Context: an optimization exercise on an open-source flow, tuned for small area, a short achievable clock period and few clock cycles. The choices shown serve that exercise and are no tape-out recipe.
Function was checked by simulation only, so behaviour that the tests miss may differ from the original.
Power and IR drop assume default switching activity.

**config.mk**
```make
export PLATFORM = sky130hd
export DESIGN_NAME = wirecodec
export DESIGN_NICKNAME = wirecodec
export VERILOG_FILES = /design/flow/design.v
export SDC_FILE = /design/flow/constraint.sdc
export NUM_CORES = 4
export LEC_CHECK = 0
export CAP_MARGIN = 20
export CORE_MARGIN = 2
export CORE_UTILIZATION = 40
export SLEW_MARGIN = 20
```
**constraint.sdc**
```tcl
create_clock -name core_clock -period 8.0 [get_ports {clk}]
set_input_delay 1.6000 -clock core_clock [delete_from_list [all_inputs] [get_ports {clk}]]
set_output_delay 1.6000 -clock core_clock [all_outputs]
set_load 0.01 [all_outputs]
```
**design.v**
```verilog
module wirecodec (
    input             clk,
    input             rst,
    input             cmd_valid,
    output            cmd_ready,
    input      [15:0] cmd_word,
    input      [31:0] cmd_arg,
    input      [15:0] cmd_len,
    input             din_valid,
    output            din_ready,
    input       [7:0] din_data,
    output            dout_valid,
    input             dout_ready,
    output      [7:0] dout_data,
    output            rsp_valid,
    input             rsp_ready,
    output      [3:0] rsp_status,
    output     [31:0] rsp_rval,
    output     [11:0] mem_raddr,
    input       [7:0] mem_rdata,
    output            mem_we,
    output     [11:0] mem_waddr,
    output      [7:0] mem_wdata
);
    localparam OP_NOP         = 6'h00;
    localparam OP_CFG_SET_ADDR= 6'h01;
    localparam OP_CFG_SET_PORT= 6'h02;
    localparam OP_CFG_SET_FMT = 6'h03;
    localparam OP_CFG_GET_ADDR= 6'h04;
    localparam OP_CFG_GET_PORT= 6'h05;
    localparam OP_CFG_GET_FMT = 6'h06;
    localparam OP_NEW         = 6'h08;
    localparam OP_MAKE        = 6'h09;
    localparam OP_SET_SRC     = 6'h0A;
    localparam OP_SET_DST     = 6'h0B;
    localparam OP_SET_PORT    = 6'h0C;
    localparam OP_SET_FLAGS   = 6'h0D;
    localparam OP_SET_PAYLOAD = 6'h0E;
    localparam OP_SET_FLAG    = 6'h0F;
    localparam OP_GET_SRC     = 6'h10;
    localparam OP_GET_DST     = 6'h11;
    localparam OP_GET_PORT    = 6'h12;
    localparam OP_GET_FLAGS   = 6'h13;
    localparam OP_GET_LEN     = 6'h14;
    localparam OP_GET_PAYLOAD = 6'h15;
    localparam OP_GET_FLAG    = 6'h16;
    localparam OP_GET_VALID   = 6'h17;
    localparam OP_ENCODE      = 6'h18;
    localparam OP_DECODE      = 6'h19;
    localparam OP_RX          = 6'h1A;
    localparam OP_MATCH       = 6'h1B;
    localparam OP_XBEGIN      = 6'h1C;
    localparam OP_XNEXT       = 6'h1D;
    localparam OP_XSTAT       = 6'h1E;
    localparam ST_OK      = 4'd0;
    localparam ST_EMPTY   = 4'd1;
    localparam ST_DISCARD = 4'd2;
    localparam ST_NOTHING = 4'd3;
    localparam ST_END     = 4'd4;
    localparam ST_ILLEGAL = 4'd15;
    localparam [63:0] BLANK = {8{8'h20}};
    localparam S_IDLE  = 3'd0;
    localparam S_DIN   = 3'd1;    
    localparam S_EXEC  = 3'd2;    
    localparam S_XHDR  = 3'd3;    
    localparam S_DOUT  = 3'd4;    
    localparam S_RSP   = 3'd5;    
    reg        p_valid [0:1];
    reg [63:0] p_src   [0:1];    
    reg [63:0] p_dst   [0:1];
    reg  [7:0] p_port  [0:1];
    reg  [7:0] p_flags [0:1];
    reg [10:0] p_len   [0:1];
    reg  [1:0] p_bank  [0:1];
    reg  [1:0] scr_bank;
    reg [63:0] cfg_addr;
    reg  [7:0] cfg_port;
    reg        cfg_fmt;
    reg        scan_active;
    reg [10:0] scan_off;
    reg  [2:0] state;
    reg [15:0] word;
    reg [31:0] arg;
    reg [15:0] len;        
    reg [15:0] icnt;       
    reg [159:0] stage;     
    reg  [3:0] status;
    reg [11:0] rval;
    reg [10:0] ocnt;       
    reg [10:0] otot;       
    reg        primed;     
    reg        xstep;      
    wire [5:0] op  = word[15:10];
    wire       r   = word[9];
    wire       v   = word[8];
    wire [2:0] idx = word[2:0];
    wire [5:0] in_op = cmd_word[15:10];
    wire in_uses_r   = (in_op >= OP_NEW) && (in_op <= OP_MATCH);
    wire in_uses_v   = (in_op == OP_SET_FLAG) || (in_op == OP_CFG_SET_FMT) ||
                       (in_op == OP_RX);
    wire in_uses_idx = (in_op == OP_SET_FLAG) || (in_op == OP_GET_FLAG);
    wire in_reserved = (in_op == 6'h07) || (in_op >= 6'h1F);
    wire in_illegal  = in_reserved || (cmd_word[7:3] != 5'd0) ||
                       (cmd_word[9] && !in_uses_r) ||
                       (cmd_word[8] && !in_uses_v) ||
                       ((cmd_word[2:0] != 3'd0) && !in_uses_idx);
    reg illegal;
    function [7:0] clamp8;
        input [31:0] x;
        begin
            if (x[31])             clamp8 = 8'd0;
            else if (|x[30:8])     clamp8 = 8'hFF;
            else                   clamp8 = x[7:0];
        end
    endfunction
    function [3:0] trimlen;
        input [63:0] a;
        integer k;
        begin
            trimlen = 4'd0;
            for (k = 0; k < 8; k = k + 1)
                if (a[63-8*k -: 8] != 8'h20)
                    trimlen = k[3:0] + 4'd1;
        end
    endfunction
    function [3:0] match_bits;
        input [63:0] dst;
        input  [7:0] port;
        input        valid;
        reg a, t;
        begin
            a = (dst == cfg_addr);
            t = (port == cfg_port);
            match_bits = {valid, a & t, t, a};
        end
    endfunction
    reg  [4:0] hlen;
    reg  [4:0] hoff;
    reg        has_pay;
    reg [15:0] pstart;
    always @(*) begin
        hlen = 5'd0; hoff = 5'd0; has_pay = 1'b0; pstart = 16'd0;
        if (!illegal) begin
            case (op)
                OP_NEW:         begin hlen = 5'd16; has_pay = 1'b1; pstart = 16'd16; end
                OP_MAKE:        begin hlen = 5'd8; hoff = 5'd8; has_pay = 1'b1; pstart = 16'd8; end
                OP_SET_SRC, OP_SET_DST, OP_CFG_SET_ADDR:
                                begin hlen = 5'd8; end
                OP_SET_PAYLOAD: begin has_pay = 1'b1; pstart = 16'd0; end
                OP_DECODE, OP_RX:
                                begin hlen = 5'd20; has_pay = 1'b1; pstart = 16'd20; end
                default: ;
            endcase
        end
    end
    wire [15:0] poff   = icnt - pstart;
    wire        in_pay = has_pay && (icnt >= pstart) && (poff < 16'd1024);
    wire [15:0] fl      = {stage[15:8], stage[7:0]};
    wire        parse_ok = (len >= 16'd20) && (fl <= 16'd1024) &&
                           ({1'b0, len} >= {1'b0, fl} + 17'd20);
    wire [63:0] q_dst   = parse_ok ? stage[95:32] : BLANK;
    wire  [7:0] q_port  = parse_ok ? stage[31:24] : 8'd0;
    wire  [3:0] q_match = match_bits(q_dst, q_port, parse_ok);
    wire [63:0] sel_src   = p_src[r];
    wire [63:0] sel_dst   = p_dst[r];
    wire  [7:0] sel_port  = p_port[r];
    wire  [7:0] sel_flags = p_flags[r];
    wire [10:0] sel_len   = p_len[r];
    wire        sel_valid = p_valid[r];
    wire  [1:0] sel_bank  = p_bank[r];
    wire [15:0] raw_plen = (len > pstart) ? (len - pstart) : 16'd0;
    wire [10:0] sat_plen = (raw_plen > 16'd1024) ? 11'd1024 : raw_plen[10:0];
    wire [11:0] x_end20 = {1'b0, scan_off} + 12'd20;
    wire [15:0] x_sl    = {stage[15:8], mem_rdata};
    wire [16:0] x_end   = {6'd0, scan_off} + 17'd20 + {1'b0, x_sl};
    reg        from_ram;
    reg [11:0] ram_addr;
    reg  [7:0] hdr_byte;
    reg [159:0] hdr_vec;
    always @(*) begin
        from_ram = 1'b0;
        ram_addr = 12'd0;
        hdr_vec  = {sel_src, sel_dst, sel_port, sel_flags, 5'd0, sel_len};
        hdr_byte = 8'd0;
        case (op)
            OP_ENCODE: begin
                hdr_byte = hdr_vec[159 - 8*ocnt[4:0] -: 8];
                from_ram = (ocnt >= 11'd20);
                ram_addr = {sel_bank, ocnt[9:0] - 10'd20};
            end
            OP_GET_SRC:      hdr_byte = sel_src[63 - 8*ocnt[2:0] -: 8];
            OP_GET_DST:      hdr_byte = sel_dst[63 - 8*ocnt[2:0] -: 8];
            OP_CFG_GET_ADDR: hdr_byte = cfg_addr[63 - 8*ocnt[2:0] -: 8];
            OP_GET_PAYLOAD: begin
                from_ram = 1'b1;
                ram_addr = {sel_bank, ocnt[9:0]};
            end
            OP_XNEXT: begin
                from_ram = 1'b1;
                ram_addr = {p_bank[0], scan_off[9:0] + ocnt[9:0]};
            end
            default: ;
        endcase
    end
    assign mem_raddr = (state == S_XHDR)
                     ? {p_bank[0], scan_off[9:0] + (xstep ? 10'd19 : 10'd18)}
                     : ram_addr;
    wire din_fire  = (state == S_DIN) && din_valid;
    wire dout_fire = dout_valid && dout_ready;
    assign mem_we    = (din_fire && in_pay) ||
                       (dout_fire && (op == OP_XNEXT) && (ocnt >= 11'd20));
    assign mem_waddr = (state == S_DIN) ? {scr_bank, poff[9:0]}
                                        : {scr_bank, ocnt[9:0] - 10'd20};
    assign mem_wdata = (state == S_DIN) ? din_data : mem_rdata;
    assign cmd_ready  = (state == S_IDLE) && !rst;
    assign din_ready  = (state == S_DIN);
    assign dout_valid = (state == S_DOUT) && (!from_ram || primed);
    assign dout_data  = from_ram ? mem_rdata : hdr_byte;
    assign rsp_valid  = (state == S_RSP);
    assign rsp_status = status;
    assign rsp_rval   = {20'd0, rval};
    always @(posedge clk) begin
        if (rst) begin
            state       <= S_IDLE;
            p_valid[0]  <= 1'b0;        p_valid[1] <= 1'b0;
            p_src[0]    <= BLANK;       p_src[1]   <= BLANK;
            p_dst[0]    <= BLANK;       p_dst[1]   <= BLANK;
            p_port[0]   <= 8'd0;        p_port[1]  <= 8'd0;
            p_flags[0]  <= 8'd0;        p_flags[1] <= 8'd0;
            p_len[0]    <= 11'd0;       p_len[1]   <= 11'd0;
            p_bank[0]   <= 2'd0;        p_bank[1]  <= 2'd1;
            scr_bank    <= 2'd2;
            cfg_addr    <= BLANK;
            cfg_port    <= 8'd0;
            cfg_fmt     <= 1'b0;
            scan_active <= 1'b0;
            scan_off    <= 11'd0;
            status      <= ST_OK;
            rval        <= 12'd0;
            primed      <= 1'b0;
            xstep       <= 1'b0;
        end else begin
            case (state)
            S_IDLE: begin
                if (cmd_valid) begin
                    word    <= cmd_word;
                    arg     <= cmd_arg;
                    len     <= cmd_len;
                    illegal <= in_illegal;
                    icnt    <= 16'd0;
                    stage   <= {BLANK, BLANK, 32'd0};
                    state   <= (cmd_len == 16'd0) ? S_EXEC : S_DIN;
                end
            end
            S_DIN: begin
                if (din_valid) begin
                    if (icnt[15:5] == 11'd0 && icnt[4:0] < hlen)
                        stage[159 - 8*({27'd0, hoff} + {27'd0, icnt[4:0]}) -: 8] <= din_data;
                    icnt <= icnt + 16'd1;
                    if (icnt + 16'd1 == len)
                        state <= S_EXEC;
                end
            end
            S_EXEC: begin
                status <= ST_OK;
                rval   <= 12'd0;
                ocnt   <= 11'd0;
                otot   <= 11'd0;
                primed <= 1'b0;
                state  <= S_RSP;
                if (illegal) begin
                    status <= ST_ILLEGAL;
                end else begin
                    case (op)
                    OP_CFG_SET_ADDR: cfg_addr <= stage[159:96];
                    OP_CFG_SET_PORT: cfg_port <= clamp8(arg);
                    OP_CFG_SET_FMT: begin
                        cfg_fmt     <= v;
                        scan_active <= 1'b0;
                    end
                    OP_CFG_GET_ADDR: begin
                        rval  <= {8'd0, trimlen(cfg_addr)};
                        otot  <= 11'd8;
                        state <= S_DOUT;
                    end
                    OP_CFG_GET_PORT: rval <= {4'd0, cfg_port};
                    OP_CFG_GET_FMT:  rval <= {11'd0, cfg_fmt};
                    OP_NEW, OP_MAKE: begin
                        p_src[r]   <= (op == OP_NEW) ? stage[159:96] : cfg_addr;
                        p_dst[r]   <= stage[95:32];
                        p_port[r]  <= (op == OP_NEW) ? clamp8(arg) : cfg_port;
                        p_flags[r] <= 8'd0;
                        p_len[r]   <= sat_plen;
                        p_valid[r] <= 1'b1;
                        p_bank[r]  <= scr_bank;
                        scr_bank   <= sel_bank;
                        if (!r) scan_active <= 1'b0;
                    end
                    OP_SET_SRC: begin
                        p_src[r] <= stage[159:96];
                        if (!r) scan_active <= 1'b0;
                    end
                    OP_SET_DST: begin
                        p_dst[r] <= stage[159:96];
                        if (!r) scan_active <= 1'b0;
                    end
                    OP_SET_PORT: begin
                        p_port[r] <= clamp8(arg);
                        if (!r) scan_active <= 1'b0;
                    end
                    OP_SET_FLAGS: begin
                        p_flags[r] <= clamp8(arg);
                        if (!r) scan_active <= 1'b0;
                    end
                    OP_SET_PAYLOAD: begin
                        p_len[r]  <= sat_plen;
                        p_bank[r] <= scr_bank;
                        scr_bank  <= sel_bank;
                        if (!r) scan_active <= 1'b0;
                    end
                    OP_SET_FLAG: begin
                        p_flags[r][7 - idx] <= v;
                        if (!r) scan_active <= 1'b0;
                    end
                    OP_GET_SRC: begin
                        rval  <= {8'd0, trimlen(sel_src)};
                        otot  <= 11'd8;
                        state <= S_DOUT;
                    end
                    OP_GET_DST: begin
                        rval  <= {8'd0, trimlen(sel_dst)};
                        otot  <= 11'd8;
                        state <= S_DOUT;
                    end
                    OP_GET_PORT:  rval <= {4'd0, sel_port};
                    OP_GET_FLAGS: rval <= {4'd0, sel_flags};
                    OP_GET_LEN:   rval <= {1'b0, sel_len};
                    OP_GET_PAYLOAD: begin
                        rval  <= {1'b0, sel_len};
                        otot  <= sel_len;
                        state <= (sel_len == 11'd0) ? S_RSP : S_DOUT;
                    end
                    OP_GET_FLAG:  rval <= {11'd0, sel_flags[7 - idx]};
                    OP_GET_VALID: rval <= {11'd0, sel_valid};
                    OP_ENCODE: begin
                        rval  <= {1'b0, sel_len} + 12'd20;
                        otot  <= sel_len + 11'd20;
                        state <= S_DOUT;
                    end
                    OP_DECODE, OP_RX: begin
                        if (op == OP_RX && len == 16'd0) begin
                            status <= ST_NOTHING;
                        end else if (op == OP_RX && v && !q_match[2]) begin
                            status <= ST_DISCARD;
                            rval   <= {8'd0, q_match};
                        end else begin
                            status     <= parse_ok ? ST_OK : ST_EMPTY;
                            if (op == OP_RX) rval <= {8'd0, q_match};
                            else             rval <= parse_ok ? {1'b0, fl[10:0]} : 12'd0;
                            p_valid[r] <= parse_ok;
                            p_src[r]   <= parse_ok ? stage[159:96] : BLANK;
                            p_dst[r]   <= q_dst;
                            p_port[r]  <= q_port;
                            p_flags[r] <= parse_ok ? stage[23:16] : 8'd0;
                            p_len[r]   <= parse_ok ? fl[10:0] : 11'd0;
                            p_bank[r]  <= scr_bank;
                            scr_bank   <= sel_bank;
                            if (!r) scan_active <= 1'b0;
                        end
                    end
                    OP_MATCH: rval <= {8'd0, match_bits(sel_dst, sel_port, sel_valid)};
                    OP_XBEGIN: begin
                        scan_off    <= 11'd0;
                        scan_active <= !cfg_fmt && p_flags[0][7];
                        rval        <= {11'd0, !cfg_fmt && p_flags[0][7]};
                    end
                    OP_XNEXT: begin
                        if (!scan_active) begin
                            status <= ST_END;
                        end else if (x_end20 > {1'b0, p_len[0]}) begin
                            status      <= ST_END;
                            scan_active <= 1'b0;
                        end else begin
                            xstep <= 1'b0;
                            state <= S_XHDR;
                        end
                    end
                    OP_XSTAT: rval <= {scan_off, scan_active};
                    default: ;
                    endcase
                end
            end
            S_XHDR: begin
                if (!xstep) begin
                    xstep <= 1'b1;
                end else if (!primed) begin
                    stage[15:8] <= mem_rdata;
                    primed      <= 1'b1;
                end else begin
                    stage[7:0] <= mem_rdata;
                    primed     <= 1'b0;
                    if (x_end > {6'd0, p_len[0]}) begin
                        status      <= ST_END;
                        scan_active <= 1'b0;
                        state       <= S_RSP;
                    end else begin
                        otot  <= x_sl[10:0] + 11'd20;
                        state <= S_DOUT;
                    end
                end
            end
            S_DOUT: begin
                if (from_ram && !primed) begin
                    primed <= 1'b1;
                end else if (dout_ready) begin
                    primed <= 1'b0;
                    if (op == OP_XNEXT && ocnt < 11'd20)
                        stage[159 - 8*ocnt[4:0] -: 8] <= mem_rdata;
                    ocnt <= ocnt + 11'd1;
                    if (ocnt + 11'd1 == otot) begin
                        state <= S_RSP;
                        if (op == OP_XNEXT) begin
                            p_valid[1] <= 1'b1;
                            p_src[1]   <= stage[159:96];
                            p_dst[1]   <= stage[95:32];
                            p_port[1]  <= stage[31:24];
                            p_flags[1] <= stage[23:16];
                            p_len[1]   <= otot - 11'd20;
                            p_bank[1]  <= scr_bank;
                            scr_bank   <= p_bank[1];
                            scan_off   <= scan_off + otot;
                            rval       <= {1'b0, scan_off};
                        end
                    end
                end
            end
            S_RSP: begin
                if (rsp_ready)
                    state <= S_IDLE;
            end
            default: state <= S_IDLE;
            endcase
        end
    end
endmodule
```
**run.sh**
```bash
#!/bin/bash
# synth_recipe.tcl (not shown) runs the flow's synth.tcl, then flattens the netlist and writes it again
# the make line also repeats each setting of config.mk as NAME=value (left out here)
make -C /OpenROAD-flow-scripts/flow DESIGN_CONFIG=/design/flow/config.mk WORK_HOME=/design/flow/orfs CLKGATE_MAP_FILE= SYNTH_SCRIPT=/design/flow/synth_recipe.tcl finish
```
==> reports/results.txt <==
Yosys top cell by area: edfxtp_1
Root buffer cell: clkbuf_16
Rel. slew slack: 18.4%
Area delta synth->final: 11.9%
Syn Area/Cell: 9.37 sq um
Register-to-Register Path Depth: 22
Number of global-route vias before repair: 41000
Skew final: 42.9 ps
Vias per Instance: 6.75
Fmax: 138 MHz
Commonest non-fill, non-tap cell in the layout: edfxtp_1
Synth top area share: 36.1%
Core Area: 118000 sq um
Cells after DPL: 6469
Layout Cells excl Fill: 6622
Gr busiest metal: met1
RR Endpoint: stage[76]
Worst flop-to-flop path startpoint: word[15]
Via count: 44700
Part of the Yosys area used for sequential elements: 40.8%
Post-cts hold buffer count: 0
Clk Latency, worst-skew pair: 710 ps
Final core occ: 45.2%
Congestion Overflow GR: 0
GRT Util Overall: 35.0%
Mapped cell area: 47800 sq um
Met2 GRT Util: 49.4%
Cells along the critical path: nor2_1 -> nand2_1 -> inv_1 -> ha_1 -> inv_1 -> ha_1 -> o21ai_1 -> xor2_1 -> nand2_1 -> nor2_1 -> nand2_1 -> ha_1 -> nor4b_1 -> nand3_1 -> nor4_1 -> a21oi_1 -> or4_1 -> or3_1 -> or2_2 -> nor2_1 -> mux2i_1 -> o22ai_1
Critical Path RT: 8390 ps
Post-cts sizing count: 0
H-tree Lvls: 3
Fin. max-slew vios: 0
Max incr delay on CP: 720 ps
Yosys cell types: 91
Largest net degree at the start of global routing: 102
WL/cell: 33.3 um
Top FF cell, synth: edfxtp_1
Share of cells above drive strength 1: 8.67%
First-pass GRT wire length: 308 mm
Row count: 126
Yosys reg bits: 688
Hold Path End: rval[11]
Clock-pin slew on the worst setup and hold paths: 60 ps
Mapped Cells: 5099
Die Ht: 350 um
# IOs: 167
Worst Setup End Kind: flip-flop
Drt first pass iters: 9
Met1 Usage GRT: 49.6%
Antenna cells: 0
FF-to-FF setup slack: 730 ps
CTS tree: yes
Peak VDD IR: 156 uV
# setup viols final: 0
Postcts setup bufs: 0
Port Buffers: 146
Worst-margin pin slew: 1220 ps
Total Neg Setup Slack: 0 ps
Critical Path AT: 7670 ps
EDFF count, synth: 574
Crit path max-delay cell type: nor2_1
Nets: 5236
Power density over the cells: 255 nW/um^2
# clock sinks: 688
RSZ-0062 raised after global routing: false
Initial drt markers: 6922
Outcome: finished clean
Chip Width: 350 um
Final Hold Fails: 0
Maxcap violations: 0
Commonest cells after routing, fill and taps aside: 574 x edfxtp_1, 497 x nand2_1, 422 x nor2_1
Starting Density: 40.4%
Startpoint Class: flip-flop
Met3 Use GR: 10.2%
Critical path fanouts, max: 10
Antenna violations before repair: 5
Drt drc: 0
Leak Pwr: 18.7 nW
Die footprint: 122000 sq um
Synth warn: 1
Crit Path Category: reg -> reg
Wirelength, routed: 221 mm
Tmin final: 7270 ps
RePlAce Congestion: 1.06
Deepest clock path buffer count: 3
Worst Hold Class: reg -> reg
Hpwl dp: 160 mm
Num CTS Buffers: 82
Synth top area cells: edfxtp_1 36%, mux2i_1 7.6%, dfxtp_1 4.8%, nand2_1 3.9%, nor2_1 3.3%
Ys async rst share: 0%
DRT antenna net count: 0
Hold path depth: 2
Final period utilization: 90.9%
Startpoint of the worst hold path: rval[11]
logic make-up (layout without fill, tap and decap cells):
group,Yosys count,count (layout),synth area share (%)
mux,444,444,10.0
other cells,1,20,0.00785
xor+xnor,258,258,4.76
simple gates,1547,1547,15.5
flops,688,688,40.8
compound gates,1398,1398,20.0
fa+ha+maj,133,133,3.58
buf+inv,630,598,5.36
worst max path at each step:
stage	slack (ps)	startpoint	cells past startpoint	end
finish	730	word[15]	22	stage[76]
global route	140	illegal	23	stage[77]
CTS	890	illegal	23	stage[43]
detailed placement	960	illegal	23	stage[46]
global placement	980	stage[3]	18	p_port[0][5]
floorplan	250	stage[2]	18	p_src[0][0]
flip-flops by register name, indices dropped and copies added, names as in the netlist, 3 cells and up, named ones only:
signal    count
arg          32
cfg_addr     64
cfg_port      8
icnt         16
len          16
ocnt         11
otot         11
p_bank        4
p_dst       128
p_flags      16
p_len        22
p_port       16
p_src       128
rval         12
scan_off     11
stage       160
state         3
status        4
word         11
worst max-delay path: cells and delay by family (launching register included):
kind,cells,cell delay [ps]
compound gates,3,300
xor+xnor,1,640
fa+ha+maj,3,810
buf+inv,2,220
flops,1,560
mux,1,280
simple gates,12,4180
cell usage after synthesis (20+ instances only):
master	n
a22o_1	177
nand3_1	111
a21o_1	24
and2_1	20
inv_1	154
buf_1	72
buf_4	22
a221o_1	23
dfxtp_1	114
a22oi_1	28
o21ai_0	222
mux2i_1	363
o22ai_1	202
a21oi_1	273
a221oi_1	54
nand2b_1	23
o21bai_1	24
buf_2	31
nor3_1	93
ha_1	127
o31ai_1	63
nor4_1	85
nand2_1	499
xor2_1	87
xnor2_1	170
a211oi_1	71
nor2_1	426
mux2_2	60
nor4b_1	26
clkbuf_1	338
mux4_2	21
nor2b_1	51
nand4b_1	24
nand4_1	70
or3_1	21
a31oi_1	42
edfxtp_1	574
metal layers:
metal,vias up,wire (um),share of wire [%]
li1,19100,-,-
met1,21900,90100,41
met2,3122,90200,41
met3,563,30300,14
met4,4,10000,4.6
met5,-,22,0.010
report_power, final:
group | internal, W | switching [W] | leakage, nW
logic | 0.00138 | 0.00248 | 10.8
clock network | 0.00233 | 0.00172 | 1.38
registers | 0.00452 | 0.00123 | 6.50
through the flow:
step / hold WS [ps] / worst slack, ps / area [sq um] / power [W]
finish: 464 / 728 / 53500 / 0.0137
floorplan: 450 / 252 / 47900 / 0.00755
CTS: 470 / 894 / 53500 / 0.0134
global placement: 453 / 975 / 50600 / 0.00939
detailed placement: 461 / 957 / 50600 / 0.00944
global route: 491 / 136 / 53500 / 0.0140
layout make-up:
class	instances	area, sq um
Fill cell	11300	64700
Multi-Input combinational cell	3800	26000
Sequential cell	688	19500
Timing Repair Buffer	288	2600
Clock buffer	109	2300
Tap cell	1536	1920
Inverter	157	589
Clock inverter	44	557
Testbench counts, summed over its fixed seeds: cycles 442,632.

[re-timing with driven ports]
No port has a modelled driver above. Below, the same layout with a new extraction and two added sets of constraints.
Step 1, drivers: a clkbuf_16 drives clk and a buf_2 each remaining input, both assumed.
Step 2 times the ports against the registers' clock, not the clock port: input delays grow and output delays shrink by t, the midpoint of the rising clock arrivals with the driver on.
a / b / c = no drivers / after step 1 / after step 2; a / b = the first two.
t (ns): 0.756
slack for setup (ns): 0.728 / 0.728 / 0.728
worst hold slack (ns): 0.464 / 0.464 / 0.464
latest minus earliest clock arrival (ns): 0.042 / 0.043
After both steps setup and hold are still met in this run. For this run, drivers alone change the setup slack by 0.000 ns; drivers and shift together by 0.000 ns.
